Background: an optimization exercise with open tools, aiming at small area, a short achievable clock period and few clock cycles. Do not read the settings as production practice. In this exercise RTL edits were held to simulation tests only and were not proved equivalent to the original.

$ cat flow/config.mk
export PLATFORM = sky130hd
export DESIGN_NAME = rs_bm_decoder
export DESIGN_NICKNAME = rs_bm_decoder
export VERILOG_FILES = /design/flow/design.v
export SDC_FILE = /design/flow/constraint.sdc
export NUM_CORES = 8
export LEC_CHECK = 0
export CAP_MARGIN = 20
export CORE_MARGIN = 2
export CORE_UTILIZATION = 40
export SLEW_MARGIN = 20
$ cat flow/constraint.sdc
create_clock -name core_clock -period 10.0 [get_ports {clk}]
set_input_delay 2.0000 -clock core_clock [delete_from_list [all_inputs] [get_ports {clk}]]
set_output_delay 2.0000 -clock core_clock [all_outputs]
set_load 0.01 [all_outputs]
$ cat flow/design.v
module rs_bm_decoder (
    input  wire         clk,
    input  wire         rst,
    input  wire         start,
    input  wire [4:0]   t_in,
    input  wire [377:0] word_in,
    output wire         ready,
    output reg          done,
    output reg          ok,
    output reg  [4:0]   nerr,
    output wire [377:0] word_out
);
  localparam integer P  = 4;                  
  localparam integer NG = (63 + P - 1) / P;   
  localparam integer NS = NG * P;             
  function [5:0] gf_mul(input [5:0] a, input [5:0] b);
    reg [10:0] p;
    integer i;
    begin
      p = 11'd0;
      for (i = 0; i < 6; i = i + 1)
        if (b[i]) p = p ^ ({5'd0, a} << i);
      for (i = 10; i >= 6; i = i - 1)
        if (p[i]) p = p ^ (11'b1000011 << (i - 6));
      gf_mul = p[5:0];
    end
  endfunction
  localparam [377:0] APOW = {6'd33, 6'd49, 6'd57, 6'd61, 6'd63, 6'd62, 6'd31, 6'd46, 6'd23, 6'd42, 6'd21, 6'd43, 6'd52, 6'd26, 6'd13, 6'd39, 6'd50, 6'd25, 6'd45, 6'd55, 6'd58, 6'd29, 6'd47, 6'd54, 6'd27, 6'd44, 6'd22, 6'd11, 6'd36, 6'd18, 6'd9, 6'd37, 6'd51, 6'd56, 6'd28, 6'd14, 6'd7, 6'd34, 6'd17, 6'd41, 6'd53, 6'd59, 6'd60, 6'd30, 6'd15, 6'd38, 6'd19, 6'd40, 6'd20, 6'd10, 6'd5, 6'd35, 6'd48, 6'd24, 6'd12, 6'd6, 6'd3, 6'd32, 6'd16, 6'd8, 6'd4, 6'd2, 6'd1};
  localparam [383:0] INV = {6'd32, 6'd3, 6'd16, 6'd55, 6'd58, 6'd59, 6'd8, 6'd36, 6'd60, 6'd17, 6'd29, 6'd10, 6'd18, 6'd38, 6'd4, 6'd42, 6'd41, 6'd12, 6'd30, 6'd7, 6'd5, 6'd48, 6'd47, 6'd13, 6'd19, 6'd50, 6'd9, 6'd56, 6'd21, 6'd27, 6'd2, 6'd63, 6'd6, 6'd45, 6'd53, 6'd11, 6'd34, 6'd20, 6'd15, 6'd23, 6'd24, 6'd14, 6'd35, 6'd26, 6'd39, 6'd51, 6'd54, 6'd61, 6'd25, 6'd22, 6'd40, 6'd46, 6'd28, 6'd52, 6'd37, 6'd57, 6'd44, 6'd31, 6'd43, 6'd49, 6'd62, 6'd33, 6'd1, 6'd0};
  localparam [1919:0] PNT = {6'd1, 6'd16, 6'd12, 6'd5, 6'd19, 6'd60, 6'd17, 6'd28, 6'd9, 6'd22, 6'd47, 6'd45, 6'd13, 6'd21, 6'd31, 6'd57, 6'd2, 6'd32, 6'd24, 6'd10, 6'd38, 6'd59, 6'd34, 6'd56, 6'd18, 6'd44, 6'd29, 6'd25, 6'd26, 6'd42, 6'd62, 6'd49, 6'd4, 6'd3, 6'd48, 6'd20, 6'd15, 6'd53, 6'd7, 6'd51, 6'd36, 6'd27, 6'd58, 6'd50, 6'd52, 6'd23, 6'd63, 6'd33, 6'd8, 6'd6, 6'd35, 6'd40, 6'd30, 6'd41, 6'd14, 6'd37, 6'd11, 6'd54, 6'd55, 6'd39, 6'd43, 6'd46, 6'd61, 6'd1, 6'd1, 6'd8, 6'd3, 6'd24, 6'd5, 6'd40, 6'd15, 6'd59, 6'd17, 6'd14, 6'd51, 6'd18, 6'd22, 6'd54, 6'd58, 6'd25, 6'd13, 6'd43, 6'd23, 6'd62, 6'd57, 6'd1, 6'd8, 6'd3, 6'd24, 6'd5, 6'd40, 6'd15, 6'd59, 6'd17, 6'd14, 6'd51, 6'd18, 6'd22, 6'd54, 6'd58, 6'd25, 6'd13, 6'd43, 6'd23, 6'd62, 6'd57, 6'd1, 6'd8, 6'd3, 6'd24, 6'd5, 6'd40, 6'd15, 6'd59, 6'd17, 6'd14, 6'd51, 6'd18, 6'd22, 6'd54, 6'd58, 6'd25, 6'd13, 6'd43, 6'd23, 6'd62, 6'd57, 6'd1, 6'd1, 6'd4, 6'd16, 6'd3, 6'd12, 6'd48, 6'd5, 6'd20, 6'd19, 6'd15, 6'd60, 6'd53, 6'd17, 6'd7, 6'd28, 6'd51, 6'd9, 6'd36, 6'd22, 6'd27, 6'd47, 6'd58, 6'd45, 6'd50, 6'd13, 6'd52, 6'd21, 6'd23, 6'd31, 6'd63, 6'd57, 6'd33, 6'd2, 6'd8, 6'd32, 6'd6, 6'd24, 6'd35, 6'd10, 6'd40, 6'd38, 6'd30, 6'd59, 6'd41, 6'd34, 6'd14, 6'd56, 6'd37, 6'd18, 6'd11, 6'd44, 6'd54, 6'd29, 6'd55, 6'd25, 6'd39, 6'd26, 6'd43, 6'd42, 6'd46, 6'd62, 6'd61, 6'd49, 6'd1, 6'd1, 6'd2, 6'd4, 6'd8, 6'd16, 6'd32, 6'd3, 6'd6, 6'd12, 6'd24, 6'd48, 6'd35, 6'd5, 6'd10, 6'd20, 6'd40, 6'd19, 6'd38, 6'd15, 6'd30, 6'd60, 6'd59, 6'd53, 6'd41, 6'd17, 6'd34, 6'd7, 6'd14, 6'd28, 6'd56, 6'd51, 6'd37, 6'd9, 6'd18, 6'd36, 6'd11, 6'd22, 6'd44, 6'd27, 6'd54, 6'd47, 6'd29, 6'd58, 6'd55, 6'd45, 6'd25, 6'd50, 6'd39, 6'd13, 6'd26, 6'd52, 6'd43, 6'd21, 6'd42, 6'd23, 6'd46, 6'd31, 6'd62, 6'd63, 6'd61, 6'd57, 6'd49, 6'd33, 6'd1, 6'd1, 6'd1, 6'd1, 6'd1, 6'd1, 6'd1, 6'd1, 6'd1, 6'd1, 6'd1, 6'd1, 6'd1, 6'd1, 6'd1, 6'd1, 6'd1, 6'd1, 6'd1, 6'd1, 6'd1, 6'd1, 6'd1, 6'd1, 6'd1, 6'd1, 6'd1, 6'd1, 6'd1, 6'd1, 6'd1, 6'd1, 6'd1, 6'd1, 6'd1, 6'd1, 6'd1, 6'd1, 6'd1, 6'd1, 6'd1, 6'd1, 6'd1, 6'd1, 6'd1, 6'd1, 6'd1, 6'd1, 6'd1, 6'd1, 6'd1, 6'd1, 6'd1, 6'd1, 6'd1, 6'd1, 6'd1, 6'd1, 6'd1, 6'd1, 6'd1, 6'd1, 6'd1, 6'd1, 6'd1};
  integer k, q;
  localparam [1:0] A_IDLE = 2'd0, A_SYN = 2'd1, A_RUN = 2'd2, A_FIN = 2'd3;
  reg [1:0]  a_state;
  reg [5:0]  R   [0:62];      
  reg [5:0]  W1  [0:62];      
  reg [4:0]  tA;
  reg [5:0]  synd;            
  reg [5:0]  win [1:31];      
  reg [5:0]  C   [0:31];      
  reg [5:0]  Bs  [0:31];      
  reg [5:0]  Bc  [0:31];      
  reg [5:0]  gam;             
  reg [5:0]  L;
  reg [5:0]  sh;
  reg [5:0]  n;
  reg        b_busy;
  reg [5:0]  bk;
  wire       b_free = !b_busy || (bk == NG + 1);
  wire       hand   = (a_state == A_FIN) && b_free;
  assign ready = (a_state == A_IDLE) || hand;
  reg [5:0] rot [0:62];
  reg [5:0] s_next;
  always @* begin
    s_next = 6'd0;
    for (k = 0; k < 63; k = k + 1) begin
      rot[k] = gf_mul(R[k], APOW[6*k +: 6]);
      s_next = s_next ^ rot[k];
    end
  end
  reg [5:0] d;
  always @* begin
    d = gf_mul(C[0], synd);
    for (k = 1; k < 32; k = k + 1)
      d = d ^ gf_mul(C[k], win[k]);
  end
  wire grow = (d != 6'd0) && ({L, 1'b0} <= {1'b0, n});
  always @(posedge clk) begin
    for (k = 0; k < 63; k = k + 1)
      R[k] <= ready ? word_in[6*k +: 6] : rot[k];
    if (ready) begin
      for (k = 0; k < 63; k = k + 1)
        W1[k] <= word_in[6*k +: 6];
      tA <= t_in;
    end
    synd   <= s_next;
    win[1] <= synd;
    for (k = 2; k < 32; k = k + 1)
      win[k] <= win[k-1];
    if (ready) begin
      for (k = 0; k < 32; k = k + 1) begin
        C[k]  <= (k == 0) ? 6'd1 : 6'd0;
        Bs[k] <= (k == 0) ? 6'd1 : 6'd0;
        Bc[k] <= (k == 0) ? 6'd1 : 6'd0;
      end
      gam <= 6'd1;
      L   <= 6'd0;
      sh  <= 6'd0;
      n   <= 6'd0;
    end else if (a_state == A_RUN) begin
      for (k = 0; k < 32; k = k + 1)
        C[k] <= gf_mul(gam, C[k]) ^ ((k == 0) ? 6'd0 : gf_mul(d, Bs[k-1]));
      if (grow) begin
        for (k = 0; k < 32; k = k + 1) begin
          Bs[k] <= C[k];
          Bc[k] <= C[k];
        end
        gam <= d;
        L   <= n + 6'd1 - L;
        sh  <= 6'd0;
      end else begin
        Bs[0] <= 6'd0;
        for (k = 1; k < 32; k = k + 1)
          Bs[k] <= Bs[k-1];
        sh <= sh + 6'd1;
      end
      n <= n + 6'd1;
    end
    if (rst) begin
      a_state <= A_IDLE;
    end else begin
      case (a_state)
        A_IDLE: if (start) a_state <= A_SYN;
        A_SYN:  a_state <= A_RUN;
        A_RUN:  if (n == {tA, 1'b0} - 6'd1) a_state <= A_FIN;
        A_FIN:  if (hand) a_state <= start ? A_SYN : A_IDLE;
      endcase
    end
  end
  reg [5:0]  TL  [0:31];      
  reg [5:0]  TB  [0:31];      
  reg [5:0]  W2  [0:62];      
  reg [5:0]  E   [0:NS-1];    
  reg [5:0]  gB, LB, shB;
  reg [4:0]  tB;
  reg        rootR [0:P-1];
  reg [5:0]  oddR  [0:P-1];
  reg [5:0]  bvR   [0:P-1];
  reg [5:0]  Z     [0:P-1];   
  reg [5:0]  BP;              
  reg [5:0]  rcnt;
  genvar g;
  generate
    for (g = 0; g < 63; g = g + 1) begin : g_out
      assign word_out[6*g +: 6] = W2[g];
    end
  endgenerate
  reg [5:0] lam_q [0:P-1];
  reg [5:0] odd_q [0:P-1];
  reg [5:0] bv_q  [0:P-1];
  always @* begin
    for (q = 0; q < P; q = q + 1) begin
      lam_q[q] = 6'd0;
      odd_q[q] = 6'd0;
      bv_q[q]  = 6'd0;
      for (k = 0; k < 32; k = k + 1) begin
        lam_q[q] = lam_q[q] ^ gf_mul(TL[k], APOW[6*((63 * 64 - ((k * q) % 63)) % 63) +: 6]);
        if (k % 2 == 1)
          odd_q[q] = odd_q[q] ^ gf_mul(TL[k], APOW[6*((63 * 64 - ((k * q) % 63)) % 63) +: 6]);
        bv_q[q] = bv_q[q] ^ gf_mul(TB[k], APOW[6*((63 * 64 - ((k * q) % 63)) % 63) +: 6]);
      end
    end
  end
  reg [5:0] e_q [0:P-1];
  reg [5:0] rsum;
  always @* begin
    rsum = rcnt;
    for (q = 0; q < P; q = q + 1) begin
      e_q[q] = rootR[q] ? gf_mul(Z[q], INV[6*gf_mul(bvR[q], oddR[q]) +: 6]) : 6'd0;
      rsum = rsum + {5'd0, rootR[q]};
    end
  end
  reg [5:0] degB;
  always @* begin
    degB = 6'd0;
    for (k = 1; k < 32; k = k + 1)
      if (TL[k] != 6'd0) degB = k;
  end
  wire [5:0] sB = ({tB, 1'b0} >= shB) ? ({tB, 1'b0} - shB) : ({tB, 1'b0} + 6'd63 - shB);
  wire [5:0] K  = gf_mul(gB, TL[0]);
  wire       fin = b_busy && (bk == NG);
  reg        degok;           
  wire       okf = degok && (rsum == LB);
  reg [5:0] Enext [0:NS-1];
  always @* begin
    for (k = 0; k < NS - P; k = k + 1)
      Enext[k] = E[k+P];
    for (q = 0; q < P; q = q + 1)
      Enext[NS-P+q] = e_q[q];
  end
  always @(posedge clk) begin
    for (k = 0; k < NS; k = k + 1)
      E[k] <= Enext[k];
    if (hand) begin
      for (k = 0; k < 32; k = k + 1) begin
        TL[k] <= C[k];
        TB[k] <= Bc[k];
      end
      gB  <= gam;
      LB  <= L;
      shB <= sh;
      tB  <= tA;
      for (k = 0; k < 63; k = k + 1)
        W2[k] <= W1[k];
    end else begin
      for (k = 0; k < 32; k = k + 1) begin
        TL[k] <= gf_mul(TL[k], APOW[6*((63 * 64 - ((k * P) % 63)) % 63) +: 6]);
        TB[k] <= gf_mul(TB[k], APOW[6*((63 * 64 - ((k * P) % 63)) % 63) +: 6]);
      end
      if (fin && okf)
        for (k = 0; k < 63; k = k + 1)
          W2[k] <= W2[k] ^ Enext[k];
    end
    for (q = 0; q < P; q = q + 1) begin
      rootR[q] <= (lam_q[q] == 6'd0) && (P * bk + q < 63) && (bk < NG);
      oddR[q]  <= odd_q[q];
      bvR[q]   <= bv_q[q];
      Z[q]     <= (bk == 6'd0) ? gf_mul(K, PNT[6*(64*q + sB) +: 6]) : gf_mul(Z[q], BP);
    end
    if (bk == 6'd0) BP <= PNT[6*(64*P + sB) +: 6];
    rcnt <= (bk == 6'd0) ? 6'd0 : rsum;
    degok <= (LB <= {1'b0, tB}) && (degB == LB);
    ok   <= okf;
    nerr <= okf ? LB[4:0] : 5'd0;
    if (rst) begin
      b_busy <= 1'b0;
      bk     <= 6'd0;
      done   <= 1'b0;
    end else begin
      done <= fin;
      if (hand) begin
        b_busy <= 1'b1;
        bk     <= 6'd0;
      end else if (b_busy) begin
        if (bk == NG + 1) b_busy <= 1'b0;
        else bk <= bk + 6'd1;
      end
    end
  end
endmodule
$ cat flow/run.sh
#!/bin/bash
# synth_recipe.tcl (not shown) runs the flow's synth.tcl, then flattens the netlist and writes it again
# the make line also repeats each setting of config.mk as NAME=value (left out here)
make -C /OpenROAD-flow-scripts/flow DESIGN_CONFIG=/design/flow/config.mk WORK_HOME=/design/flow/orfs CLKGATE_MAP_FILE= SYNTH_SCRIPT=/design/flow/synth_recipe.tcl finish
==> impl_metrics.json, run 1 <==
{
  "status": "no timing/DRC/antenna violations",
  "place_area_um2": 200000,
  "maxCapViolCount": 0,
  "timing.rr.start": "C[30][1]$_SDFFE_PN0P_",
  "cts-resized-gates": 0,
  "hpwlAfterDp_um": 755000,
  "gp_congestion": 1.06,
  "grt_pass1_vias": 145246,
  "die_w_um": 687,
  "worstSetupEndpoint": "C[3][4]$_SDFFE_PN0P_",
  "ant_nets": 0,
  "nFillCells": 45360,
  "cp_data_required_time_ns": 10.77,
  "synth_cells": 21795,
  "reg2reg_depth": 17,
  "worstSetupEndpointType": "flop",
  "setup_tns_ns": 0,
  "maxSlewViolCount": 0,
  "detail_route.wl_per_cell_um": 35.0,
  "layout_common_cells": "xnor2_1 (6006), nand2_1 (5339), dfxtp_1 (1911)",
  "grt_first_pass_wirelength_um": 1310000,
  "crit_type": "reg2reg",
  "fin_crit_ns": 7.05,
  "syn_avg_cell_area_um2": 8.57,
  "cp_data_arrival_time_ns": 7.81,
  "cts_sinks": 2791,
  "ff2ff_setup_slack_ns": 2.95,
  "synthFlopType": "dfxtp_1",
  "clk_latency_ns": 1.06,
  "htreeDepth": 5,
  "startpoint": "C[30][1]$_SDFFE_PN0P_",
  "track_usage_pct": 40.4,
  "yosys_register_bits": 2791,
  "drt_iter0_markers": 19693,
  "yosys_warnings": 21,
  "overflow": 0,
  "synthArstFlopShare_pct": 0,
  "hold_path_class": "reg2reg",
  "yosys-top-cells-area": "xnor2_1 (28%), dfxtp_1 (21%), edfxtp_1 (13%), nand2_1 (11%), xor2_1 (6.3%)",
  "syn-num-nets": 22354,
  "routed_via_density": 5.53,
  "coreArea_um2": 464000,
  "drtPass1Iterations": 8,
  "hold_violations": 0,
  "syn_area_um2": 187000,
  "multi_input_area_um2": 115000,
  "area_growth_pct": 13.2,
  "final_common_cell": "xnor2_1",
  "synth.distinct_cells": 91,
  "fmax_mhz": 142,
  "synth_seq_area_share_pct": 34.4,
  "nets": 22241,
  "relSlewSlack_pct": 7.49,
  "rr_endpoint": "C[3][4]$_SDFFE_PN0P_",
  "setup_viol": 0,
  "placementRows": 250,
  "drive_above_1_share_pct": 5.74,
  "fin_crit_sh_pct": 70.5,
  "cts_buffer_depth": 4,
  "initial_core_util_pct": 40.2,
  "cts.clk_slew.worst_paths_ns": 0.06,
  "regArea_um2": 64300,
  "io_buffers": 771,
  "cts_made_buffers": 332,
  "antenna_found_initial": 144,
  "synth_largest_area_cell": "xnor2_1",
  "cts_hold_buf": 0,
  "cts-root-buf": "clkbuf_16",
  "drt_wl_total_um": 990000,
  "rsz0062_at_grt": "no",
  "die_y_um": 687,
  "grt_max_degree": 224,
  "fin_area_um2": 211000,
  "finClkSkew_ns": 0.114,
  "yosys.area.top_type_share_pct": 28.3,
  "worst_setup_path_start_kind": "flop",
  "dieArea_um2": 472000,
  "drc_errors": 0,
  "tightest_slew_ns": 1.38,
  "worstPathMaxFanout": 73,
  "cts_tree": "built",
  "ios": 772,
  "vias": 156219,
  "cts_setup_buffers": 0,
  "synth_edf_count": 836
}
[per-layer routing]
metal | up-vias | GRT usage, % | wire length, um
li1 | 69061 | - | -
met1 | 76989 | 51.7 | 397000
met4 | 64 | 26.4 | 75700
met5 | - | 0 | 410
met2 | 8175 | 63.0 | 438000
met3 | 1930 | 6.85 | 78800
[cells in the mapped netlist, types with 89 or more instances]
cell type and count:
nor2_1 785, nand3_1 89, buf_2 244, xor2_1 1352, edfxtp_1 836, nand2_1 5342, xnor2_1 6030, inv_1 311
dfxtp_1 1955, o211ai_1 94, ha_1 167, mux2i_1 298, clkbuf_1 1264, a211oi_1 367, buf_1 153, xnor3_1 155
o21ai_0 1031, a21oi_1 531
[metrics by stage]
step                      setup WS, ns  instances  util [%]  hold slack, ns
after detailed placement          3.34      27521      43.0           0.340
after global routing              3.04      28190      45.5           0.326
after CTS                         3.10      28131      45.5           0.308
after global placement            2.38      27519      43.0           0.339
after floorplan                  0.558      21795         -           0.326
final                             2.95      28269      45.5           0.303
[state kept, by name, indices dropped and copies added (netlist names), 24 cells and up]
register  count
W1          372
R           378
TB          192
W2          378
C           192
Bs          186
TL          192
Bc          192
bvR          24
E           360
Z            24
win         186
oddR         24
[kinds of logic after synthesis]
group,after synthesis,synth area share (%)
xor+xnor,7582,36.9
flops,2791,34.4
compound gates,2387,7.57
mux,363,2.15
fa+ha+maj,173,1.18
buf+inv,2057,4.46
simple gates,6442,13.3
[final cells by class]
| type | count | area share [%] |
|---|---|---|
| multi-input combinational | 16947 | 54.2 |
| sequential | 2791 | 30.4 |
| timing repair buffer | 1294 | 5.70 |
| clock buffer | 459 | 4.42 |
| tap | 6174 | 3.65 |
| clock inverter | 151 | 0.863 |
| inverter | 316 | 0.568 |
| antenna | 137 | 0.162 |
[worst min-delay path by stage]
stage	start	endpoint	slack [ns]	cells after the start
after floorplan	win[18][5]$_DFF_P_	win[19][5]$_DFF_P_	0.33	0
after global placement	win[27][3]$_DFF_P_	win[28][3]$_DFF_P_	0.34	0
after detailed placement	win[5][2]$_DFF_P_	win[6][2]$_DFF_P_	0.34	0
after CTS	E[10][0]$_DFF_P_	E[6][0]$_DFF_P_	0.31	0
after global routing	E[10][0]$_DFF_P_	E[6][0]$_DFF_P_	0.33	0
final	E[10][0]$_DFF_P_	E[6][0]$_DFF_P_	0.30	0
[worst max-delay path, stage by stage, from the launching register on]
cell and delay [ns]:
dfxtp_1 0.59, buf_4 0.37, nand2_1 0.31, xor2_1 0.25, xnor2_1 0.18, xnor3_1 0.41
xnor3_1 0.38, xnor3_1 0.47, xnor3_2 0.66, xor2_4 0.24, buf_4 0.66, buf_12 0.33
nand2_1 0.18, xor2_1 0.19, xnor2_1 0.18, xnor2_1 0.15, xnor2_1 0.09, a211oi_1 0.64
Testbench counts, summed over its fixed seeds: cycles 8,060.
==> run 2: changes to the inputs <==
--- a/flow/design.v
+++ b/flow/design.v
@@ -46,37 +46,89 @@
   reg        b_busy;
   reg [5:0]  bk;
   wire       b_free = !b_busy || (bk == NG + 1);
-  wire       hand   = (a_state == A_FIN) && b_free;
-  assign ready = (a_state == A_IDLE) || hand;
+  wire       a_run  = (a_state == A_RUN);
+  wire       a_last = a_run && (n == {tA, 1'b0} - 6'd1);
+  reg        ready_q;         
+  wire       hand   = ready_q && (a_state != A_IDLE);
+  assign ready = ready_q;
+  reg [1:0] a_state_nx;
+  reg [5:0] n_nx, bk_nx;
+  reg       b_busy_nx;
+  wire [4:0] tA_nx = ready_q ? t_in : tA;
+  always @* begin
+    a_state_nx = a_state;
+    case (a_state)
+      A_IDLE: if (start) a_state_nx = A_SYN;
+      A_SYN:  a_state_nx = A_RUN;
+      A_RUN:  if (a_last) a_state_nx = hand ? (start ? A_SYN : A_IDLE) : A_FIN;
+      A_FIN:  if (hand) a_state_nx = start ? A_SYN : A_IDLE;
+    endcase
+    n_nx      = ready_q ? 6'd0 : (a_run ? n + 6'd1 : n);
+    b_busy_nx = b_busy;
+    bk_nx     = bk;
+    if (hand) begin
+      b_busy_nx = 1'b1;
+      bk_nx     = 6'd0;
+    end else if (b_busy) begin
+      if (bk == NG + 1) b_busy_nx = 1'b0;
+      else bk_nx = bk + 6'd1;
+    end
+    if (rst) begin
+      a_state_nx = A_IDLE;
+      b_busy_nx  = 1'b0;
+      bk_nx      = 6'd0;
+    end
+  end
+  wire ready_nx = (a_state_nx == A_IDLE) ||
+                  (((a_state_nx == A_FIN) ||
+                    ((a_state_nx == A_RUN) && (n_nx == {tA_nx, 1'b0} - 6'd1))) &&
+                   (!b_busy_nx || (bk_nx == NG + 1)));
   reg [5:0] rot [0:62];
   reg [5:0] s_next;
   always @* begin
     s_next = 6'd0;
     for (k = 0; k < 63; k = k + 1) begin
-      rot[k] = gf_mul(R[k], APOW[6*k +: 6]);
+      rot[k] = gf_mul(ready_q ? word_in[6*k +: 6] : R[k], APOW[6*k +: 6]);
       s_next = s_next ^ rot[k];
     end
   end
   reg [5:0] d;
-  always @* begin
-    d = gf_mul(C[0], synd);
-    for (k = 1; k < 32; k = k + 1)
-      d = d ^ gf_mul(C[k], win[k]);
-  end
+  reg [5:0] u, v;
+  always @* begin
+    u = gf_mul(C[0], synd);
+    v = 6'd0;
+    for (k = 1; k < 32; k = k + 1) begin
+      u = u ^ gf_mul(C[k], win[k]);
+      v = v ^ gf_mul(Bs[k-1], win[k]);
+    end
+  end
+  wire [5:0] d_nx = gf_mul(gam, u) ^ gf_mul(d, v);
   wire grow = (d != 6'd0) && ({L, 1'b0} <= {1'b0, n});
+  reg [5:0] Cn [0:31];
+  reg [5:0] Bcn [0:31];
+  always @* begin
+    for (k = 0; k < 32; k = k + 1) begin
+      Cn[k]  = a_run ? (gf_mul(gam, C[k]) ^ ((k == 0) ? 6'd0 : gf_mul(d, Bs[k-1]))) : C[k];
+      Bcn[k] = (a_run && grow) ? C[k] : Bc[k];
+    end
+  end
+  wire [5:0] gamn = (a_run && grow) ? d : gam;
+  wire [5:0] Ln   = (a_run && grow) ? (n + 6'd1 - L) : L;
+  wire [5:0] shn  = a_run ? (grow ? 6'd0 : sh + 6'd1) : sh;
   always @(posedge clk) begin
     for (k = 0; k < 63; k = k + 1)
-      R[k] <= ready ? word_in[6*k +: 6] : rot[k];
-    if (ready) begin
+      R[k] <= rot[k];
+    if (ready_q) begin
       for (k = 0; k < 63; k = k + 1)
         W1[k] <= word_in[6*k +: 6];
       tA <= t_in;
     end
     synd   <= s_next;
     win[1] <= synd;
+    d      <= (a_state == A_RUN) ? d_nx : synd;
     for (k = 2; k < 32; k = k + 1)
       win[k] <= win[k-1];
-    if (ready) begin
+    if (ready_q) begin
       for (k = 0; k < 32; k = k + 1) begin
         C[k]  <= (k == 0) ? 6'd1 : 6'd0;
         Bs[k] <= (k == 0) ? 6'd1 : 6'd0;
@@ -87,34 +139,18 @@
       sh  <= 6'd0;
       n   <= 6'd0;
     end else if (a_state == A_RUN) begin
-      for (k = 0; k < 32; k = k + 1)
-        C[k] <= gf_mul(gam, C[k]) ^ ((k == 0) ? 6'd0 : gf_mul(d, Bs[k-1]));
-      if (grow) begin
-        for (k = 0; k < 32; k = k + 1) begin
-          Bs[k] <= C[k];
-          Bc[k] <= C[k];
-        end
-        gam <= d;
-        L   <= n + 6'd1 - L;
-        sh  <= 6'd0;
-      end else begin
-        Bs[0] <= 6'd0;
-        for (k = 1; k < 32; k = k + 1)
-          Bs[k] <= Bs[k-1];
-        sh <= sh + 6'd1;
-      end
-      n <= n + 6'd1;
-    end
-    if (rst) begin
-      a_state <= A_IDLE;
-    end else begin
-      case (a_state)
-        A_IDLE: if (start) a_state <= A_SYN;
-        A_SYN:  a_state <= A_RUN;
-        A_RUN:  if (n == {tA, 1'b0} - 6'd1) a_state <= A_FIN;
-        A_FIN:  if (hand) a_state <= start ? A_SYN : A_IDLE;
-      endcase
-    end
+      for (k = 0; k < 32; k = k + 1) begin
+        C[k]  <= Cn[k];
+        Bc[k] <= Bcn[k];
+        Bs[k] <= grow ? C[k] : ((k == 0) ? 6'd0 : Bs[k-1]);
+      end
+      gam <= gamn;
+      L   <= Ln;
+      sh  <= shn;
+      n   <= n + 6'd1;
+    end
+    a_state <= a_state_nx;
+    ready_q <= ready_nx;
   end
   reg [5:0]  TL  [0:31];      
   reg [5:0]  TB  [0:31];      
@@ -182,12 +218,12 @@
       E[k] <= Enext[k];
     if (hand) begin
       for (k = 0; k < 32; k = k + 1) begin
-        TL[k] <= C[k];
-        TB[k] <= Bc[k];
-      end
-      gB  <= gam;
-      LB  <= L;
-      shB <= sh;
+        TL[k] <= Cn[k];
+        TB[k] <= Bcn[k];
+      end
+      gB  <= gamn;
+      LB  <= Ln;
+      shB <= shn;
       tB  <= tA;
       for (k = 0; k < 63; k = k + 1)
         W2[k] <= W1[k];
@@ -211,19 +247,8 @@
     degok <= (LB <= {1'b0, tB}) && (degB == LB);
     ok   <= okf;
     nerr <= okf ? LB[4:0] : 5'd0;
-    if (rst) begin
-      b_busy <= 1'b0;
-      bk     <= 6'd0;
-      done   <= 1'b0;
-    end else begin
-      done <= fin;
-      if (hand) begin
-        b_busy <= 1'b1;
-        bk     <= 6'd0;
-      end else if (b_busy) begin
-        if (bk == NG + 1) b_busy <= 1'b0;
-        else bk <= bk + 6'd1;
-      end
-    end
+    b_busy <= b_busy_nx;
+    bk     <= bk_nx;
+    done   <= fin && !rst;
   end
 endmodule
--- a/flow/config.mk
+++ b/flow/config.mk
@@ -5,7 +5,8 @@
 export SDC_FILE = /design/flow/constraint.sdc
 export NUM_CORES = 8
 export LEC_CHECK = 0
-export CAP_MARGIN = 20
+export CAP_MARGIN = 30
 export CORE_MARGIN = 2
 export CORE_UTILIZATION = 40
-export SLEW_MARGIN = 20
+export SETUP_SLACK_MARGIN = 5
+export SLEW_MARGIN = 30
==> run 2 against run 1 <==
  * Final cell count rose by 14%
  * Critical path depth fell by 2
  * Worst hold slack got worse by 0.0028 ns
  * Largest cell class unchanged
  * Area after synthesis rose by 9.6%
  * Register-to-register slack improved by 1.8 ns
  * Utilization rose by 1.0 points
  * Flip-flop and latch count rose by 13
  * Synthesized cell count rose by 13%
  * First-iteration DRC count rose by 50%
  * Die area rose by 9.5%
==> impl_metrics.json, run 2 <==
{
  "syn-num-nets": 25217,
  "detail_route.wl_per_cell_um": 40.2,
  "final_util_pct": 46.6,
  "gp_congestion": 1.15,
  "reg2reg_depth": 15,
  "grt_first_pass_wirelength_um": 1660000,
  "path_common_cell": "xnor2_1",
  "die_w_um": 719,
  "cts_tree": "built",
  "rsz0062_at_grt": "yes",
  "cp_data_required_time_ns": 10.92,
  "routed_via_density": 5.88,
  "yosys_warnings": 23,
  "placementRows": 262,
  "path_cells": "buf_4 > nand2_1 > xor2_1 > xnor2_1 > xnor2_1 > xnor2_1 > xnor2_1 > xnor2_2 > xnor3_2 > nand2_1 > xnor3_1 > xnor2_2 > xnor2_1 > xnor2_1 > mux2_2",
  "setup_tns_ns": 0,
  "cp.depth": 15,
  "synthArstFlopShare_pct": 0,
  "relSlewSlack_pct": 18.3,
  "clk_latency_ns": 1.08,
  "largestRegisters": "R x378, W1 x378, W2 x378",
  "hpwlAfterDp_um": 979000,
  "cp_data_arrival_time_ns": 6.21,
  "max_stage_delay_ns": 0.80,
  "final_common_cell": "xnor2_1",
  "fin_crit_ns": 5.28,
  "track_usage_pct": 47.9,
  "grt_pass1_vias": 169152,
  "cts.clk_slew.worst_paths_ns": 0.06,
  "cts-root-buf": "clkbuf_16",
  "status": "no timing/DRC/antenna violations",
  "maxCapViolCount": 0,
  "yosys_register_bits": 2804,
  "layout_common_cells": "xnor2_1 (6850), nand2_1 (5840), xor2_1 (2075)",
  "initial_core_util_pct": 40.2,
  "drt_wl_total_um": 1290000,
  "setup_viol": 0,
  "yosys-top-cells-area": "xnor2_1 (30%), dfxtp_1 (19%), edfxtp_1 (12%), nand2_1 (11%), xor2_1 (9.0%)",
  "io_buffers": 771,
  "htreeDepth": 5,
  "dp_cells": 31198,
  "drt_iter0_markers": 29474,
  "vias": 188997,
  "cts_buffer_depth": 4,
  "syn_area_um2": 205000,
  "grt_max_degree": 172,
  "worst_setup_path_start_kind": "flop",
  "synth_edf_count": 831,
  "timing.rr.start": "win[23][2]$_DFF_P_",
  "worstSetupEndpoint": "d[2]$_DFF_P_",
  "hold_slack_ns": 0.300,
  "crit_type": "reg2reg",
  "ios": 772,
  "syn_avg_cell_area_um2": 8.30,
  "path_delay_family": "XOR/XNOR gates",
  "ant_nets": 0,
  "stdcell_count": 32159,
  "synth_cells": 24660,
  "ff2ff_setup_slack_ns": 4.72,
  "synth_seq_area_share_pct": 31.5,
  "overflow": 0,
  "synth_common_cells": "xnor2_1 (7000), nand2_1 (5857), xor2_1 (2095)",
  "cts_made_buffers": 342,
  "fin_crit_sh_pct": 52.8,
  "maxSlewViolCount": 0,
  "yosys.area.top_type_share_pct": 30.0,
  "cpMaxStageDelayCell": "dfxtp_2",
  "synthFlopType": "dfxtp_1",
  "startpoint": "win[23][2]$_DFF_P_",
  "cts_hold_buf": 0,
  "antenna_found_initial": 283,
  "coreArea_um2": 509000,
  "nets": 25449,
  "yosysMostFrequentCell": "xnor2_1",
  "drive_above_1_share_pct": 9.29,
  "tightest_slew_ns": 1.23,
  "rr_endpoint": "d[2]$_DFF_P_",
  "hold_violations": 0,
  "finClkSkew_ns": 0.100,
  "dieArea_um2": 517000,
  "worstPathMaxFanout": 8,
  "drtPass1Iterations": 7,
  "worstSetupEndpointType": "flop",
  "hold_path_class": "reg2reg",
  "synth.distinct_cells": 95,
  "die_y_um": 719,
  "area_growth_pct": 15.9,
  "cts_sinks": 2804,
  "fmax_mhz": 189,
  "synth_largest_area_cell": "xnor2_1",
  "drc_errors": 0,
  "cp_num_buf_inv": 1
}
## run 2: layout make-up
type,instances,area (um2)
Timing Repair Buffer,1719,15700
Tap cell,6732,8420
Clock inverter,165,2150
Inverter,312,1220
Sequential cell,2804,65000
Multi-Input combinational cell,19713,134000
Fill cell,49800,272000
Antenna cell,241,603
Clock buffer,473,9760
## run 2: cells by family (layout without fill, tap and decap cells)
logic type	Yosys count	in the layout	synth area share [%]
DFF	2804	2804	31.5
buffers and inverters	2143	2669	4.06
xor gates and xnor gates	9201	9201	40.1
muxes	554	554	2.93
other	0	241	0
and+or+nand+nor	7697	7697	14.5
AOI/OAI and AO/OA	2090	2090	5.92
adders and majority gates	171	171	1.07
## run 2: per-stage QoR
stage / cell area, um2 / setup slack, ns
6_report: 237000 / 4.72
4_1_cts: 235000 / 4.97
3_3_place_gp: 221000 / 3.54
5_1_grt: 237000 / 4.88
3_5_place_dp: 222000 / 3.95
2_1_floorplan: 205000 / 1.07
## run 2: layer usage
metal | vias up | wire (um) | GRT usage [%]
met5 | - | 1040 | 0.361
met4 | 86 | 120000 | 36.1
met3 | 4156 | 162000 | 18.2
met2 | 14117 | 526000 | 68.5
met1 | 92522 | 485000 | 58.0
li1 | 78116 | - | -
## run 2: worst min path at each step
stage	start	to	cells past startpoint
after floorplan	win[9][5]$_DFF_P_	win[10][5]$_DFF_P_	0
after global placement	win[13][4]$_DFF_P_	win[14][4]$_DFF_P_	0
after detailed placement	win[29][5]$_DFF_P_	win[30][5]$_DFF_P_	0
after CTS	E[62][1]$_DFF_P_	E[58][1]$_DFF_P_	0
after global routing	E[62][1]$_DFF_P_	E[58][1]$_DFF_P_	0
final	E[62][1]$_DFF_P_	E[58][1]$_DFF_P_	0
## run 2: what timing repair did
item / CTS / global route
resized for setup: 211 / 271
buffers inserted: 37 / 41
endpoints found under the setup margin: 106 / 96
gates cloned: 1 / 0
pin swaps: 25 / 72
Testbench counts of run 2, summed over its fixed seeds: cycles 7,966.
==> run 3: changes to the inputs <==
--- a/flow/design.v
+++ b/flow/design.v
@@ -29,17 +29,18 @@
   localparam [383:0] INV = {6'd32, 6'd3, 6'd16, 6'd55, 6'd58, 6'd59, 6'd8, 6'd36, 6'd60, 6'd17, 6'd29, 6'd10, 6'd18, 6'd38, 6'd4, 6'd42, 6'd41, 6'd12, 6'd30, 6'd7, 6'd5, 6'd48, 6'd47, 6'd13, 6'd19, 6'd50, 6'd9, 6'd56, 6'd21, 6'd27, 6'd2, 6'd63, 6'd6, 6'd45, 6'd53, 6'd11, 6'd34, 6'd20, 6'd15, 6'd23, 6'd24, 6'd14, 6'd35, 6'd26, 6'd39, 6'd51, 6'd54, 6'd61, 6'd25, 6'd22, 6'd40, 6'd46, 6'd28, 6'd52, 6'd37, 6'd57, 6'd44, 6'd31, 6'd43, 6'd49, 6'd62, 6'd33, 6'd1, 6'd0};
   localparam [1919:0] PNT = {6'd1, 6'd16, 6'd12, 6'd5, 6'd19, 6'd60, 6'd17, 6'd28, 6'd9, 6'd22, 6'd47, 6'd45, 6'd13, 6'd21, 6'd31, 6'd57, 6'd2, 6'd32, 6'd24, 6'd10, 6'd38, 6'd59, 6'd34, 6'd56, 6'd18, 6'd44, 6'd29, 6'd25, 6'd26, 6'd42, 6'd62, 6'd49, 6'd4, 6'd3, 6'd48, 6'd20, 6'd15, 6'd53, 6'd7, 6'd51, 6'd36, 6'd27, 6'd58, 6'd50, 6'd52, 6'd23, 6'd63, 6'd33, 6'd8, 6'd6, 6'd35, 6'd40, 6'd30, 6'd41, 6'd14, 6'd37, 6'd11, 6'd54, 6'd55, 6'd39, 6'd43, 6'd46, 6'd61, 6'd1, 6'd1, 6'd8, 6'd3, 6'd24, 6'd5, 6'd40, 6'd15, 6'd59, 6'd17, 6'd14, 6'd51, 6'd18, 6'd22, 6'd54, 6'd58, 6'd25, 6'd13, 6'd43, 6'd23, 6'd62, 6'd57, 6'd1, 6'd8, 6'd3, 6'd24, 6'd5, 6'd40, 6'd15, 6'd59, 6'd17, 6'd14, 6'd51, 6'd18, 6'd22, 6'd54, 6'd58, 6'd25, 6'd13, 6'd43, 6'd23, 6'd62, 6'd57, 6'd1, 6'd8, 6'd3, 6'd24, 6'd5, 6'd40, 6'd15, 6'd59, 6'd17, 6'd14, 6'd51, 6'd18, 6'd22, 6'd54, 6'd58, 6'd25, 6'd13, 6'd43, 6'd23, 6'd62, 6'd57, 6'd1, 6'd1, 6'd4, 6'd16, 6'd3, 6'd12, 6'd48, 6'd5, 6'd20, 6'd19, 6'd15, 6'd60, 6'd53, 6'd17, 6'd7, 6'd28, 6'd51, 6'd9, 6'd36, 6'd22, 6'd27, 6'd47, 6'd58, 6'd45, 6'd50, 6'd13, 6'd52, 6'd21, 6'd23, 6'd31, 6'd63, 6'd57, 6'd33, 6'd2, 6'd8, 6'd32, 6'd6, 6'd24, 6'd35, 6'd10, 6'd40, 6'd38, 6'd30, 6'd59, 6'd41, 6'd34, 6'd14, 6'd56, 6'd37, 6'd18, 6'd11, 6'd44, 6'd54, 6'd29, 6'd55, 6'd25, 6'd39, 6'd26, 6'd43, 6'd42, 6'd46, 6'd62, 6'd61, 6'd49, 6'd1, 6'd1, 6'd2, 6'd4, 6'd8, 6'd16, 6'd32, 6'd3, 6'd6, 6'd12, 6'd24, 6'd48, 6'd35, 6'd5, 6'd10, 6'd20, 6'd40, 6'd19, 6'd38, 6'd15, 6'd30, 6'd60, 6'd59, 6'd53, 6'd41, 6'd17, 6'd34, 6'd7, 6'd14, 6'd28, 6'd56, 6'd51, 6'd37, 6'd9, 6'd18, 6'd36, 6'd11, 6'd22, 6'd44, 6'd27, 6'd54, 6'd47, 6'd29, 6'd58, 6'd55, 6'd45, 6'd25, 6'd50, 6'd39, 6'd13, 6'd26, 6'd52, 6'd43, 6'd21, 6'd42, 6'd23, 6'd46, 6'd31, 6'd62, 6'd63, 6'd61, 6'd57, 6'd49, 6'd33, 6'd1, 6'd1, 6'd1, 6'd1, 6'd1, 6'd1, 6'd1, 6'd1, 6'd1, 6'd1, 6'd1, 6'd1, 6'd1, 6'd1, 6'd1, 6'd1, 6'd1, 6'd1, 6'd1, 6'd1, 6'd1, 6'd1, 6'd1, 6'd1, 6'd1, 6'd1, 6'd1, 6'd1, 6'd1, 6'd1, 6'd1, 6'd1, 6'd1, 6'd1, 6'd1, 6'd1, 6'd1, 6'd1, 6'd1, 6'd1, 6'd1, 6'd1, 6'd1, 6'd1, 6'd1, 6'd1, 6'd1, 6'd1, 6'd1, 6'd1, 6'd1, 6'd1, 6'd1, 6'd1, 6'd1, 6'd1, 6'd1, 6'd1, 6'd1, 6'd1, 6'd1, 6'd1, 6'd1, 6'd1, 6'd1};
   integer k, q;
-  localparam [1:0] A_IDLE = 2'd0, A_SYN = 2'd1, A_RUN = 2'd2, A_FIN = 2'd3;
+  localparam [1:0] A_IDLE = 2'd0, A_RUN = 2'd2, A_FIN = 2'd3;
   reg [1:0]  a_state;
   reg [5:0]  R   [0:62];      
   reg [5:0]  W1  [0:62];      
   reg [4:0]  tA;
   reg [5:0]  synd;            
-  reg [5:0]  win [1:31];      
-  reg [5:0]  C   [0:31];      
+  reg [5:0]  win [1:30];      
+  reg [5:0]  C   [1:31];      
   reg [5:0]  Bs  [0:31];      
   reg [5:0]  Bc  [0:31];      
   reg [5:0]  gam;             
+  reg [5:0]  ib;              
   reg [5:0]  L;
   reg [5:0]  sh;
   reg [5:0]  n;
@@ -58,10 +59,10 @@
   always @* begin
     a_state_nx = a_state;
     case (a_state)
-      A_IDLE: if (start) a_state_nx = A_SYN;
-      A_SYN:  a_state_nx = A_RUN;
-      A_RUN:  if (a_last) a_state_nx = hand ? (start ? A_SYN : A_IDLE) : A_FIN;
-      A_FIN:  if (hand) a_state_nx = start ? A_SYN : A_IDLE;
+      A_IDLE: if (start) a_state_nx = A_RUN;
+      A_RUN:  if (a_last) a_state_nx = hand ? (start ? A_RUN : A_IDLE) : A_FIN;
+      A_FIN:  if (hand) a_state_nx = start ? A_RUN : A_IDLE;
+      default: a_state_nx = A_IDLE;
     endcase
     n_nx      = ready_q ? 6'd0 : (a_run ? n + 6'd1 : n);
     b_busy_nx = b_busy;
@@ -94,22 +95,27 @@
   end
   reg [5:0] d;
   reg [5:0] u, v;
-  always @* begin
-    u = gf_mul(C[0], synd);
-    v = 6'd0;
-    for (k = 1; k < 32; k = k + 1) begin
-      u = u ^ gf_mul(C[k], win[k]);
-      v = v ^ gf_mul(Bs[k-1], win[k]);
-    end
-  end
-  wire [5:0] d_nx = gf_mul(gam, u) ^ gf_mul(d, v);
+  reg [5:0] Cv [0:31];
+  always @* begin
+    Cv[0] = 6'd1;
+    for (k = 1; k < 32; k = k + 1)
+      Cv[k] = C[k];
+    u = gf_mul(C[1], synd);
+    v = gf_mul(Bs[0], synd);
+    for (k = 2; k < 32; k = k + 1) begin
+      u = u ^ gf_mul(C[k], win[k-1]);
+      v = v ^ gf_mul(Bs[k-1], win[k-1]);
+    end
+  end
+  wire [5:0] f    = gf_mul(d, ib);
+  wire [5:0] d_nx = s_next ^ u ^ gf_mul(f, v);
   wire grow = (d != 6'd0) && ({L, 1'b0} <= {1'b0, n});
   reg [5:0] Cn [0:31];
   reg [5:0] Bcn [0:31];
   always @* begin
     for (k = 0; k < 32; k = k + 1) begin
-      Cn[k]  = a_run ? (gf_mul(gam, C[k]) ^ ((k == 0) ? 6'd0 : gf_mul(d, Bs[k-1]))) : C[k];
-      Bcn[k] = (a_run && grow) ? C[k] : Bc[k];
+      Cn[k]  = (a_run && k > 0) ? (Cv[k] ^ gf_mul(f, Bs[k-1])) : Cv[k];
+      Bcn[k] = (a_run && grow) ? Cv[k] : Bc[k];
     end
   end
   wire [5:0] gamn = (a_run && grow) ? d : gam;
@@ -125,26 +131,28 @@
     end
     synd   <= s_next;
     win[1] <= synd;
-    d      <= (a_state == A_RUN) ? d_nx : synd;
-    for (k = 2; k < 32; k = k + 1)
+    d      <= ready_q ? s_next : d_nx;
+    for (k = 2; k < 31; k = k + 1)
       win[k] <= win[k-1];
     if (ready_q) begin
       for (k = 0; k < 32; k = k + 1) begin
-        C[k]  <= (k == 0) ? 6'd1 : 6'd0;
+        if (k > 0) C[k] <= 6'd0;
         Bs[k] <= (k == 0) ? 6'd1 : 6'd0;
         Bc[k] <= (k == 0) ? 6'd1 : 6'd0;
       end
       gam <= 6'd1;
+      ib  <= 6'd1;
       L   <= 6'd0;
       sh  <= 6'd0;
       n   <= 6'd0;
     end else if (a_state == A_RUN) begin
       for (k = 0; k < 32; k = k + 1) begin
-        C[k]  <= Cn[k];
+        if (k > 0) C[k] <= Cn[k];
         Bc[k] <= Bcn[k];
-        Bs[k] <= grow ? C[k] : ((k == 0) ? 6'd0 : Bs[k-1]);
+        Bs[k] <= grow ? Cv[k] : ((k == 0) ? 6'd0 : Bs[k-1]);
       end
       gam <= gamn;
+      if (grow) ib <= INV[6*d +: 6];
       L   <= Ln;
       sh  <= shn;
       n   <= n + 6'd1;
@@ -152,11 +160,11 @@
     a_state <= a_state_nx;
     ready_q <= ready_nx;
   end
-  reg [5:0]  TL  [0:31];      
+  reg [5:0]  TL  [1:31];      
   reg [5:0]  TB  [0:31];      
   reg [5:0]  W2  [0:62];      
   reg [5:0]  E   [0:NS-1];    
-  reg [5:0]  gB, LB, shB;
+  reg [5:0]  gB, LB, sB;       
   reg [4:0]  tB;
   reg        rootR [0:P-1];
   reg [5:0]  oddR  [0:P-1];
@@ -175,11 +183,11 @@
   reg [5:0] bv_q  [0:P-1];
   always @* begin
     for (q = 0; q < P; q = q + 1) begin
-      lam_q[q] = 6'd0;
+      lam_q[q] = 6'd1;
       odd_q[q] = 6'd0;
       bv_q[q]  = 6'd0;
       for (k = 0; k < 32; k = k + 1) begin
-        lam_q[q] = lam_q[q] ^ gf_mul(TL[k], APOW[6*((63 * 64 - ((k * q) % 63)) % 63) +: 6]);
+        if (k > 0) lam_q[q] = lam_q[q] ^ gf_mul(TL[k], APOW[6*((63 * 64 - ((k * q) % 63)) % 63) +: 6]);
         if (k % 2 == 1)
           odd_q[q] = odd_q[q] ^ gf_mul(TL[k], APOW[6*((63 * 64 - ((k * q) % 63)) % 63) +: 6]);
         bv_q[q] = bv_q[q] ^ gf_mul(TB[k], APOW[6*((63 * 64 - ((k * q) % 63)) % 63) +: 6]);
@@ -201,8 +209,7 @@
     for (k = 1; k < 32; k = k + 1)
       if (TL[k] != 6'd0) degB = k;
   end
-  wire [5:0] sB = ({tB, 1'b0} >= shB) ? ({tB, 1'b0} - shB) : ({tB, 1'b0} + 6'd63 - shB);
-  wire [5:0] K  = gf_mul(gB, TL[0]);
+  wire [5:0] K  = gB;          
   wire       fin = b_busy && (bk == NG);
   reg        degok;           
   wire       okf = degok && (rsum == LB);
@@ -218,18 +225,18 @@
       E[k] <= Enext[k];
     if (hand) begin
       for (k = 0; k < 32; k = k + 1) begin
-        TL[k] <= Cn[k];
+        if (k > 0) TL[k] <= Cn[k];
         TB[k] <= Bcn[k];
       end
       gB  <= gamn;
       LB  <= Ln;
-      shB <= shn;
+      sB  <= ({tA, 1'b0} >= shn) ? ({tA, 1'b0} - shn) : ({tA, 1'b0} + 6'd63 - shn);
       tB  <= tA;
       for (k = 0; k < 63; k = k + 1)
         W2[k] <= W1[k];
     end else begin
       for (k = 0; k < 32; k = k + 1) begin
-        TL[k] <= gf_mul(TL[k], APOW[6*((63 * 64 - ((k * P) % 63)) % 63) +: 6]);
+        if (k > 0) TL[k] <= gf_mul(TL[k], APOW[6*((63 * 64 - ((k * P) % 63)) % 63) +: 6]);
         TB[k] <= gf_mul(TB[k], APOW[6*((63 * 64 - ((k * P) % 63)) % 63) +: 6]);
       end
       if (fin && okf)
==> run 3 against run 2 <==
  * Critical path type unchanged
  * Routed wire length increased by 0.42%
  * Cell area decreased by 6.4%
  * Register-to-register slack got worse by 0.34 ns
  * Via count decreased by 4.2%
  * Now fails the layout checks on antenna violations
  * Critical path depth decreased by 1
  * Worst setup slack got worse by 0.34 ns
  * Die area decreased by 7.9%
  * Fmax decreased by 6.1%
==> impl_metrics.json, run 3 <==
{
  "status": "finished with violations",
  "failed_checks": "antenna violations",
  "synth.distinct_cells": 88,
  "hpwlAfterDp_um": 965000,
  "tightest_slew_ns": 1.26,
  "hold_depth": 0,
  "setup_viol": 0,
  "grt_pass1_vias": 152870,
  "synth_cells": 21887,
  "cts_made_buffers": 330,
  "vias": 180970,
  "rr_endpoint": "d[2]$_DFF_P_",
  "cts_sinks": 2787,
  "hold_path_class": "reg2reg",
  "finClkSkew_ns": 0.112,
  "hold_violations": 0,
  "hp-start": "E[54][4]$_DFF_P_",
  "setup_tns_ns": 0,
  "ios": 772,
  "clk_latency_ns": 1.08,
  "io_buffers": 771,
  "rsz0062_at_grt": "yes",
  "routed_via_density": 6.20,
  "drt_wl_total_um": 1300000,
  "worst_slack_ns": 4.37,
  "drc_errors": 0,
  "synthArstFlopShare_pct": 0,
  "synth_largest_area_cell": "xnor2_1",
  "syn_area_um2": 188000,
  "ant_nets": 2,
  "final_util_pct": 47.2,
  "synth_edf_count": 825,
  "cts-root-buf": "clkbuf_16",
  "crit_type": "reg2reg",
  "htreeDepth": 5,
  "min_to": "E[50][4]$_DFF_P_",
  "worstSetupEndpointType": "flop",
  "synth_common_cells": "xnor2_1 (6260), nand2_1 (4650), dfxtp_1 (1962)",
  "yosys_warnings": 24,
  "ff2ff_setup_slack_ns": 4.37,
  "nFillCells": 45699,
  "dieArea_um2": 477000,
  "initial_core_util_pct": 40.1,
  "drtPass1Iterations": 9,
  "yosys-top-cells-area": "xnor2_1 (29%), dfxtp_1 (21%), edfxtp_1 (13%), nand2_1 (9.3%), xor2_1 (8.0%)",
  "detail_route.wl_per_cell_um": 44.5,
  "cts.clk_slew.worst_paths_ns": 0.06,
  "cts_buffer_depth": 4,
  "grt_max_degree": 217,
  "antenna_found_initial": 330,
  "synthFlopType": "dfxtp_1",
  "die_w_um": 690,
  "yosys.area.top_type_share_pct": 29.1,
  "maxCapViolCount": 0,
  "drt_iter0_markers": 32959,
  "largestRegisters": "R x378, W1 x378, W2 x378",
  "maxSlewViolCount": 0,
  "nets": 22822,
  "cts_tree": "built",
  "placementRows": 252,
  "fin_crit_sh_pct": 56.3,
  "regArea_um2": 64700,
  "hold_slack_ns": 0.304,
  "worst_setup_path_start_kind": "flop",
  "yosys_register_bits": 2787,
  "cp_data_required_time_ns": 10.94,
  "worstPathMaxFanout": 8,
  "grt_first_pass_wirelength_um": 1650000,
  "cp_data_arrival_time_ns": 6.57,
  "reg2reg_depth": 14,
  "synth_seq_area_share_pct": 34.0,
  "timing.rr.start": "win[24][3]$_DFF_P_",
  "drive_above_1_share_pct": 10.5,
  "fmax_mhz": 178,
  "layout_common_cells": "xnor2_1 (6019), nand2_1 (4609), xor2_1 (1704)",
  "area_growth_pct": 17.9,
  "syn_avg_cell_area_um2": 8.61,
  "pre_cts_ws_ns": 3.74,
  "gp_congestion": 1.19,
  "overflow": 0,
  "fin_crit_ns": 5.63,
  "die_y_um": 690,
  "cts_hold_buf": 0,
  "multi_input_area_um2": 120000,
  "final_common_cell": "xnor2_1",
  "relSlewSlack_pct": 16.1,
  "yosysMostFrequentCell": "xnor2_1",
  "track_usage_pct": 52.8,
  "syn-num-nets": 22451,
  "coreArea_um2": 470000
}
-- run 3: cell types whose count changed in the layout (fill, tap and decap cells not counted), sizes merged, moves of 116 or more --
cell / change
nand2: -1202
diode: +185
xor2: -365
xnor2: -737
a21oi: -116
o21ai: -137
-- run 3: how the worst max path moves through the flow --
stage	endpoint	cells past startpoint	start
floorplan	W2[0][0]$_DFFE_PP_	10	rcnt[0]$_SDFF_PP0_
global placement	Bs[15][3]$_SDFFE_PP0P_	11	d[1]$_DFF_P_
detailed placement	d[1]$_DFF_P_	13	word_in[223]
CTS	d[3]$_DFF_P_	16	Bs[14][4]$_SDFFE_PP0P_
global route	d[2]$_DFF_P_	16	win[12][3]$_DFF_P_
finish	d[2]$_DFF_P_	14	win[24][3]$_DFF_P_
-- run 3: layer usage --
| metal | wire, um | share of wire [%] | GRT usage [%] | vias up |
|---|---|---|---|---|
| met1 | 479000 | 37 | 63.0 | 88094 |
| met5 | 3420 | 0.26 | 6.24 | - |
| li1 | - | - | - | 70238 |
| met3 | 186000 | 14 | 28.3 | 5468 |
| met2 | 501000 | 39 | 69.4 | 17068 |
| met4 | 130000 | 10 | 41.2 | 102 |
-- run 3: stage by stage --
| stage | area, um2 | cells |
|---|---|---|
| 2_1_floorplan | 189000 | 21887 |
| 3_3_place_gp | 205000 | 28039 |
| 3_5_place_dp | 205000 | 28046 |
| 4_1_cts | 218000 | 28687 |
| 5_1_grt | 221000 | 28868 |
| 6_report | 222000 | 29184 |
-- run 3: logic make-up (layout without fill, tap and decap cells) --
kind of cell	Yosys count	in the layout	synth area share, %
XOR/XNOR	8125	8126	38.7
other	0	426	0
adder cells (fa/ha/maj)	178	178	1.21
AND/OR/NAND/NOR	6511	6511	13.3
buffers and inverters	1930	2576	3.99
flip-flops	2787	2787	34.0
multiplexers	539	539	3.11
AO/OA/AOI/OAI	1817	1818	5.65
-- run 3: layout make-up --
class	instances	area share, %
diodes	426	0.480
clock buffers	469	4.26
clock inverters	140	0.833
inverters	292	0.512
multi-input cells	17172	54.2
flip-flops and latches	2787	29.1
well taps	6223	3.51
repair buffers	1675	7.15
-- run 3: worst max-delay path, cell delays in order (launching register included) --
cell	delay (ns)
dfxtp_2	0.59
buf_4	0.46
nand2_1	0.14
xnor2_1	0.71
xnor2_1	0.30
xnor2_4	0.62
xnor2_1	0.28
xnor2_1	0.65
xnor2_1	0.33
xnor2_1	0.33
xnor2_1	0.17
xnor2_2	0.27
xor3_1	0.32
nand2_1	0.14
xnor2_1	0.15
-- run 3: timing repair --
action	4_1_cts	5_1_grt
cloned	2	5
setup endpoints to repair	455	294
buffers inserted	30	55
gates resized for setup	259	334
pin swaps	24	54
Testbench counts of run 3, summed over its fixed seeds: cycles 7,872.

separate check: timing with driven ports:
The flow's constraints put no driver on any port. The routed layouts listed below were extracted and timed again, unchanged, in two steps. Step 1 (the two cells are an assumption about what drives the block):
set clk [get_ports {clk}]
set_driving_cell -lib_cell sky130_fd_sc_hd__clkbuf_16 $clk
set_driving_cell -lib_cell sky130_fd_sc_hd__buf_2 [delete_from_list [all_inputs] $clk]
Step 2 adds t to the input delays and takes it off the output delays; t is the mean of the earliest and latest rising clock arrival at the registers after step 1. Input paths then give back, and output paths get back, about the clock's delay inside the block. Slacks: ideal / step 1 / step 2; pairs: ideal / step 1.
| run | shift t [ns] | setup slack, ns | pins driven straight from the clock port |
|---|---|---|---|
| run 1 | 1.118 | 2.952 / 2.951 / 2.952 | 1 |
| run 2 | 1.159 | 4.717 / 4.717 / 4.122 | 1 |
| run 3 | 1.161 | 4.374 / 4.374 / 3.855 | 1 |
The setup slack of run 2, which loses most, moves by 0.000 ns with the drivers and by -0.595 ns with both steps.
